Background: an optimization exercise with open tools, aiming at small area, a short achievable clock period and few clock cycles. Do not read the settings as production practice.
In this exercise RTL edits were held to simulation tests only and were not proved equivalent to the original.
No activity file was given, so power comes from the tool's default toggle rates.

==> tundra <==
// oob_dispatcher
module oob_dispatcher #(
    parameter NREG    = 8,      
    parameter PMAX    = 8,      
    parameter PKT_MAX = 2048    
) (
    input  wire        clk,
    input  wire        rst,
    input  wire        cfg_we,
    input  wire [7:0]  cfg_addr,
    input  wire [7:0]  cfg_data,
    input  wire        in_valid,
    output wire        in_ready,
    input  wire        in_tick,
    input  wire [7:0]  in_data,
    output reg         rsp_valid,
    input  wire        rsp_ready,
    output reg  [7:0]  rsp_data,
    output wire        oob_valid,
    input  wire        oob_ready,
    output wire [2:0]  oob_kind,
    output wire [2:0]  oob_reg,
    output wire [3:0]  oob_cid,
    output wire [11:0] oob_len,
    output wire [7:0]  oob_data
);
    localparam K_DATA  = 3'd0;
    localparam K_END   = 3'd1;
    localparam K_BAD   = 3'd2;
    localparam K_SHORT = 3'd3;
    localparam K_EVENT = 3'd4;
    localparam P_SCAN    = 2'd0;
    localparam P_HDR     = 2'd1;
    localparam P_PAYLOAD = 2'd2;
    integer r, k;
    reg [NREG*PMAX*8-1:0] pat;        
    reg [NREG-1:0]        pen;        
    reg [NREG*3-1:0]      plm;        
    reg [NREG-1:0]        pbulk;      
    reg [15:0]            timeout;
    reg        c_we;
    reg [7:0]  c_addr, c_data;
    always @(posedge clk) begin
        c_we   <= cfg_we && !rst;
        c_addr <= cfg_addr;
        c_data <= cfg_data;
    end
    genvar gr, gk;
    generate
        for (gr = 0; gr < NREG; gr = gr + 1) begin : g_pr
            for (gk = 0; gk < PMAX; gk = gk + 1) begin : g_pk
                always @(posedge clk)
                    if (c_we && c_addr == {1'b0, gr[2:0], 1'b0, gk[2:0]})
                        pat[(gr*PMAX + gk)*8 +: 8] <= c_data;
            end
        end
    endgenerate
    generate
        for (gr = 0; gr < NREG; gr = gr + 1) begin : g_len
            always @(posedge clk) begin
                if (rst) begin
                    pen[gr]   <= 1'b0;
  ...
==> flow/config.mk <==
export PLATFORM = sky130hd
export DESIGN_NAME = oob_dispatcher
export DESIGN_NICKNAME = oob_dispatcher
export VERILOG_FILES = /design/flow/design.v
export SDC_FILE = /design/flow/constraint.sdc
export NUM_CORES = 4
export LEC_CHECK = 0
export CAP_MARGIN = 20
export CORE_MARGIN = 2
export CORE_UTILIZATION = 40
export PLACE_DENSITY = 0.6
export SLEW_MARGIN = 20
==> flow/constraint.sdc <==
create_clock -name core_clock -period 16.0 [get_ports {clk}]
set_input_delay 3.2000 -clock core_clock [delete_from_list [all_inputs] [get_ports {clk}]]
set_output_delay 3.2000 -clock core_clock [all_outputs]
set_load 0.01 [all_outputs]
standard.sh (not shown) runs the stock make flow with config.mk's settings and CLKGATE_MAP_FILE= SYNTH_SCRIPT=/design/flow/synth_recipe.tcl, a recipe that flattens the netlist after the stock synthesis.
==> flow/flow/run.sh <==
#!/bin/bash
# The standard layout (standard.sh), with three changes to how it is built:
# the port buffers are buf_4 cells instead of the resizer's default pick,
# clock tree synthesis inserts no dummy loads, and timing repair aims for
# a setup margin beyond the flow settings' range, so that it sizes the
# design's paths for a shorter period than the one it is signed off at.
# The SDC, the clock period and every other step are the standard flow's own.
set -uo pipefail
export BUFFER_PORTS_ARGS="-buffer_cell sky130_fd_sc_hd__buf_4"
export CTS_ARGS="-sink_clustering_enable -repair_clock_nets -dont_use_dummy_load"
export SETUP_SLACK_MARGIN=11.5
bash standard.sh > standard.log 2>&1
==> delta: changes against tundra <==
--- a/flow/design.v
+++ b/flow/design.v
@@ -79,62 +79,49 @@
             timeout[15:8] <= 8'd0;
         else if (c_we && c_addr == 8'h81)
             timeout[15:8] <= c_data;
     end
     reg        t_v, t_tick;
     reg [7:0]  t_b;
-    reg        p_v, p_tick;
-    reg [7:0]  p_b;
     reg        k_v, k_tick;
     reg [7:0]  k_b;
     reg        rdy;
     assign in_ready = rdy;
     wire take = in_valid && !k_v;
     wire go;                           
     wire t_free = !t_v || go;          
     always @(posedge clk) begin
         if (rst) begin
             t_v <= 1'b0;
-            p_v <= 1'b0;
             k_v <= 1'b0;
             rdy <= 1'b1;
-        end else begin
-            if (t_free)
-                t_v <= p_v;
-            if (!p_v || t_free) begin
-                if (k_v) begin
-                    p_v <= 1'b1;
-                    k_v <= 1'b0;
-                    rdy <= 1'b1;
-                end else begin
-                    p_v <= take;
-                end
-            end else if (take) begin
-                k_v <= 1'b1;
-                rdy <= 1'b0;
-            end
+        end else if (t_free) begin
+            if (k_v) begin
+                t_v <= 1'b1;
+                k_v <= 1'b0;
+                rdy <= 1'b1;
+            end else begin
+                t_v <= take;
+            end
+        end else if (take) begin
+            k_v <= 1'b1;
+            rdy <= 1'b0;
         end
     end
     always @(posedge clk) begin
         if (t_free) begin
-            t_tick <= p_tick;
-            t_b    <= p_b;
-        end
-        if (!p_v || t_free) begin
-            p_tick <= k_v ? k_tick : in_tick;
-            p_b    <= k_v ? k_b    : in_data;
+            t_tick <= k_v ? k_tick : in_tick;
+            t_b    <= k_v ? k_b    : in_data;
         end
         if (!k_v) begin
             k_tick <= in_tick;
             k_b    <= in_data;
         end
     end
     reg [1:0]        phase;
     reg [NREG*3-1:0] cur;             
-    reg [NREG-1:0]   e_c, e_1, e_0;
-    reg [NREG-1:0]   md_c, md_1;
     reg [2:0]        hcnt;            
     reg              h_ok;            
     reg              h_lt, h_eq;      
     reg              h_zero;          
     reg [2:0]        f_reg;
     reg [3:0]        f_cid;
@@ -151,19 +138,17 @@
     reg [7:0]        o_data;
     reg              x_v, x_te;
     reg [2:0]        x_kind, x_reg;
     reg [7:0]        x_data;
     reg [7:0]        pc;
     reg              m, m0;
-    reg [2:0]        cu, lm, cr, ci;
+    reg [2:0]        cu, lm, cr;
     reg [NREG*3-1:0] ncur;
-    reg [NREG-1:0]   hit, first, adv_c, adv_1;
-    reg [NREG-1:0]   ne_c, ne_1, ne_0;
+    reg [NREG-1:0]   hit, first;
     reg              any_hit, win_bulk;
     reg [2:0]        win, win_lm;
-    wire             t_scan = t_v && !t_tick && (phase == P_SCAN);
     function [7:0] sel8(input [63:0] v, input [2:0] i);
         reg [7:0] a, b, c, d;
         begin
             a = i[0] ? v[15:8]  : v[7:0];
             b = i[0] ? v[31:24] : v[23:16];
             c = i[0] ? v[47:40] : v[39:32];
@@ -174,26 +159,20 @@
         end
     endfunction
     always @(*) begin
         for (r = 0; r < NREG; r = r + 1) begin
             cu = cur[r*3 +: 3];
             lm = plm[r*3 +: 3];
-            m  = md_c[r] ? e_c[r] : md_1[r] ? e_1[r] : e_0[r];
-            m0 = e_0[r];
+            pc = sel8(pat[r*PMAX*8 +: PMAX*8], cu);
+            m  = (t_b == pc);
+            m0 = (t_b == pat[r*PMAX*8 +: 8]);
             if (m)       cr = cu + 3'd1;
             else if (m0) cr = 3'd1;
             else         cr = 3'd0;
             hit[r]   = pen[r] && (m ? (cu == lm) : (m0 && lm == 3'd0));
-            adv_c[r] = pen[r] && m && !(cu == lm);
-            adv_1[r] = pen[r] && !m && m0 && !(lm == 3'd0);
             ncur[r*3 +: 3] = (!pen[r] || hit[r]) ? 3'd0 : cr;
-            ci = t_scan ? cu + 3'd1 : cu;
-            pc = sel8(pat[r*PMAX*8 +: PMAX*8], ci);
-            ne_c[r] = (p_b == pc);
-            ne_1[r] = (p_b == pat[(r*PMAX + 1)*8 +: 8]);
-            ne_0[r] = (p_b == pat[r*PMAX*8 +: 8]);
         end
         any_hit = |hit;
         for (r = 0; r < NREG; r = r + 1)
             first[r] = hit[r] && !(|(hit & ((1 << r) - 1)));
         win      = 3'd0;
         win_lm   = 3'd0;
@@ -233,14 +212,14 @@
     wire        n_zero = h_zero && (b_dig == 4'd0);
     wire [11:0] len10  = {f_len[8:0], 3'd0} + {f_len[10:0], 1'b0} + {8'd0, b_dig};
     wire        hdr_good = n_ok && (n_lt || n_eq);
     wire        is_scan = (phase == P_SCAN);
     wire        is_hdr  = (phase == P_HDR);
     reg         q_full;           
-    wire        last    = (f_cnt + 12'd1 == f_len);
-    wire        tmo     = (f_tc == timeout);
+    wire        last    = (f_cnt == 12'd1);
+    wire        tmo     = (f_tc == 16'd0);
     wire block = x_v
               || (is_hdr && o_v)
               || (q_full && is_scan && !t_tick);
     assign go = t_v && !block;
     wire go_byte = go && !t_tick;
     wire go_tick = go && t_tick;
@@ -284,25 +263,21 @@
         end
     end
     always @(posedge clk) begin
         if (rst) begin
             phase <= P_SCAN;
             cur   <= {NREG*3{1'b0}};
-            md_c  <= {NREG{1'b0}};
-            md_1  <= {NREG{1'b0}};
             s2_v  <= 1'b0;
         end else begin
             s2_v <= go_byte && is_scan;
             if (go_tick) begin
                 if (!is_scan && tmo) phase <= P_SCAN;
             end else if (go_byte) begin
                 case (phase)
                 P_SCAN: begin
                     cur   <= any_hit ? {NREG*3{1'b0}} : ncur;
-                    md_c  <= any_hit ? {NREG{1'b0}} : adv_c;
-                    md_1  <= any_hit ? {NREG{1'b0}} : adv_1;
                     if (any_hit && win_bulk)
                         phase <= P_HDR;
                 end
                 P_HDR: begin
                     if (hcnt == 3'd4) begin
                         if (!hdr_good || n_zero) phase <= P_SCAN;
@@ -314,55 +289,58 @@
                 end
                 endcase
             end
         end
     end
     always @(posedge clk) begin
+        if (rst) begin
+            f_cid <= 4'd0;
+            f_len <= 12'd0;
+        end else if (go_byte && is_hdr) begin
+            if (hcnt == 3'd0) begin
+                f_cid <= hexval(t_b);
+                f_len <= 12'd0;
+            end else begin
+                f_len <= len10;
+            end
+        end
+    end
+    always @(posedge clk) begin
         if (go_tick) begin
             if (!is_scan)
-                f_tc <= f_tc + 16'd1;
+                f_tc <= f_tc - 16'd1;
         end else if (go_byte) begin
-            f_tc <= 16'd0;
+            f_tc <= timeout;
             case (phase)
             P_SCAN: begin
                 f_reg <= win;
                 hcnt  <= 3'd0;
             end
             P_HDR: begin
                 hcnt <= hcnt + 3'd1;
                 if (hcnt == 3'd0) begin
                     h_ok   <= is_hex(t_b);
-                    f_cid  <= hexval(t_b);
                     h_lt   <= 1'b0;
                     h_eq   <= 1'b1;
                     h_zero <= 1'b1;
-                    f_len  <= 12'd0;
                 end else begin
                     h_ok   <= n_ok;
                     h_lt   <= n_lt;
                     h_eq   <= n_eq;
                     h_zero <= n_zero;
-                    f_len  <= len10;
                     if (hcnt == 3'd4)
-                        f_cnt <= 12'd0;
+                        f_cnt <= len10;
                 end
             end
             default: begin
-                f_cnt <= f_cnt + 12'd1;
+                f_cnt <= f_cnt - 12'd1;
             end
             endcase
         end
     end
     always @(posedge clk) begin
-        if (t_free) begin
-            e_c <= ne_c;
-            e_1 <= ne_1;
-            e_0 <= ne_0;
-        end
-    end
-    always @(posedge clk) begin
         s2_hit <= any_hit;
         s2_lm  <= win_lm;
     end
     reg [7:1] th;
     reg [3:0] hmax;
     always @(*) begin
@@ -400,21 +378,26 @@
                 rsp_valid <= q_rel;
                 if (q_rel) q_rd <= q_rd + 4'd1;
             end
         end
     end
     always @(posedge clk) begin
-        if ((!rsp_valid || rsp_ready) && q_rel)
+        if (rst)
+            rsp_data <= 8'd0;
+        else if ((!rsp_valid || rsp_ready) && q_rel)
             rsp_data <= q_mem[q_rd[2:0]];
     end
     wire o_pop  = o_v && oob_ready;
     wire o_free = !o_v || (o_pop && !o_te);
     always @(posedge clk) begin
         if (rst) begin
-            o_v <= 1'b0;
-            x_v <= 1'b0;
+            o_v    <= 1'b0;
+            o_kind <= K_DATA;
+            o_reg  <= 3'd0;
+            o_data <= 8'd0;
+            x_v    <= 1'b0;
         end else begin
             if (o_pop && o_te) begin
                 o_kind <= K_END;
                 o_te   <= 1'b0;
             end else if (o_free) begin
                 if (x_v) begin
==> flow/flow/run.sh (replaced) <==
#!/bin/bash
# The standard layout (standard.sh), with three changes to how it is built:
# the port buffers are buf_2 cells instead of the resizer's default pick,
# clock tree synthesis inserts no dummy loads, and timing repair aims for
# a setup margin beyond the flow settings' range, so that it sizes the
# design's paths for a shorter period than the one it is signed off at.
# The SDC, the clock period and every other step are the standard flow's own.
set -uo pipefail
export BUFFER_PORTS_ARGS="-buffer_cell sky130_fd_sc_hd__buf_2"
export CTS_ARGS="-sink_clustering_enable -repair_clock_nets -dont_use_dummy_load -sink_clustering_size 22 -sink_clustering_max_diameter 110"
export SETUP_SLACK_MARGIN=11.8
bash standard.sh > standard.log 2>&1
==> flow/config.mk (replaced) <==
export PLATFORM = sky130hd
export DESIGN_NAME = oob_dispatcher
export DESIGN_NICKNAME = oob_dispatcher
export VERILOG_FILES = /design/flow/design.v
export SDC_FILE = /design/flow/constraint.sdc
export NUM_CORES = 4
export LEC_CHECK = 0
export CAP_MARGIN = 20
export CORE_MARGIN = 2
export CORE_UTILIZATION = 75
export PLACE_DENSITY = 0.88
export SLEW_MARGIN = 20
==> qor summary <==
quantity                                                                                 tundra                  delta
Met3 global-route usage                                                                   2.81%                  8.22%
Sequential group share of total power                                                     54.8%                  62.3%
Count of nets after finishing                                                              2764                   2867
Number of stages on the worst hold path                                                       2                      1
Clock group                                                                           0.00176 W              0.00109 W
Outcome                                                        no timing/DRC/antenna violations  no timing/DRC/antenna violations
Combinational logic power                                                            0.000284 W             0.000311 W
Comb power frac                                                                            6.3%                   8.3%
Routed wire per std cell                                                           23.2 microns           28.0 microns
Worst hold endpoint                                                        md_1[6]$_SDFFE_PP0P_         k_b[5]$_DFF_P_
CP startpoint                                                            f_len[9]$_SDFFCE_PN0P_  f_len[7]$_SDFFE_PP0P_
Weighted congestion reported at the end of routability-driven placement                   0.908                  0.998
Sequential cell area share                                                                57.5%                  58.4%
Layout clock buffer count                                                                    90                     42
Testbench counts of tundra, summed over its fixed seeds: cycles 86,948.
Testbench counts of delta, summed over its fixed seeds: cycles 86,940.

## separate check: timing with driven ports
No port has a modelled driver above. Below, the same layouts with a new extraction and two added sets of constraints. Step 1 sets driving cells, clkbuf_16 on the clock port and buf_2 on the other inputs (assumed; they add their load-dependent delay and slew). Step 2 moves the port delays by t, midway between the first and last clock arrival at a register: inputs arrive t later, outputs are due t later. That takes back most of the time a late clock gives input paths. Three values: ideal ports, drivers, drivers and shift; two values: the first two.
| run | t (ns) | setup WS [ns] | clock arrival spread, ns | slew at the worst register clock pin (ns) | worst data-port slew with drivers (ns) |
|---|---|---|---|---|---|
| tundra | 0.682 | 11.567 / 11.502 / 11.152 | 0.071 / 0.071 | 0.06 / 0.06 | 0.05 |
| delta | 0.655 | 11.716 / 11.656 / 11.278 | 0.047 / 0.047 | 0.10 / 0.10 | 0.07 |
After both steps setup and hold are still met in every run listed. For delta, which loses most, drivers alone change the setup slack by -0.060 ns; drivers and shift together by -0.438 ns.
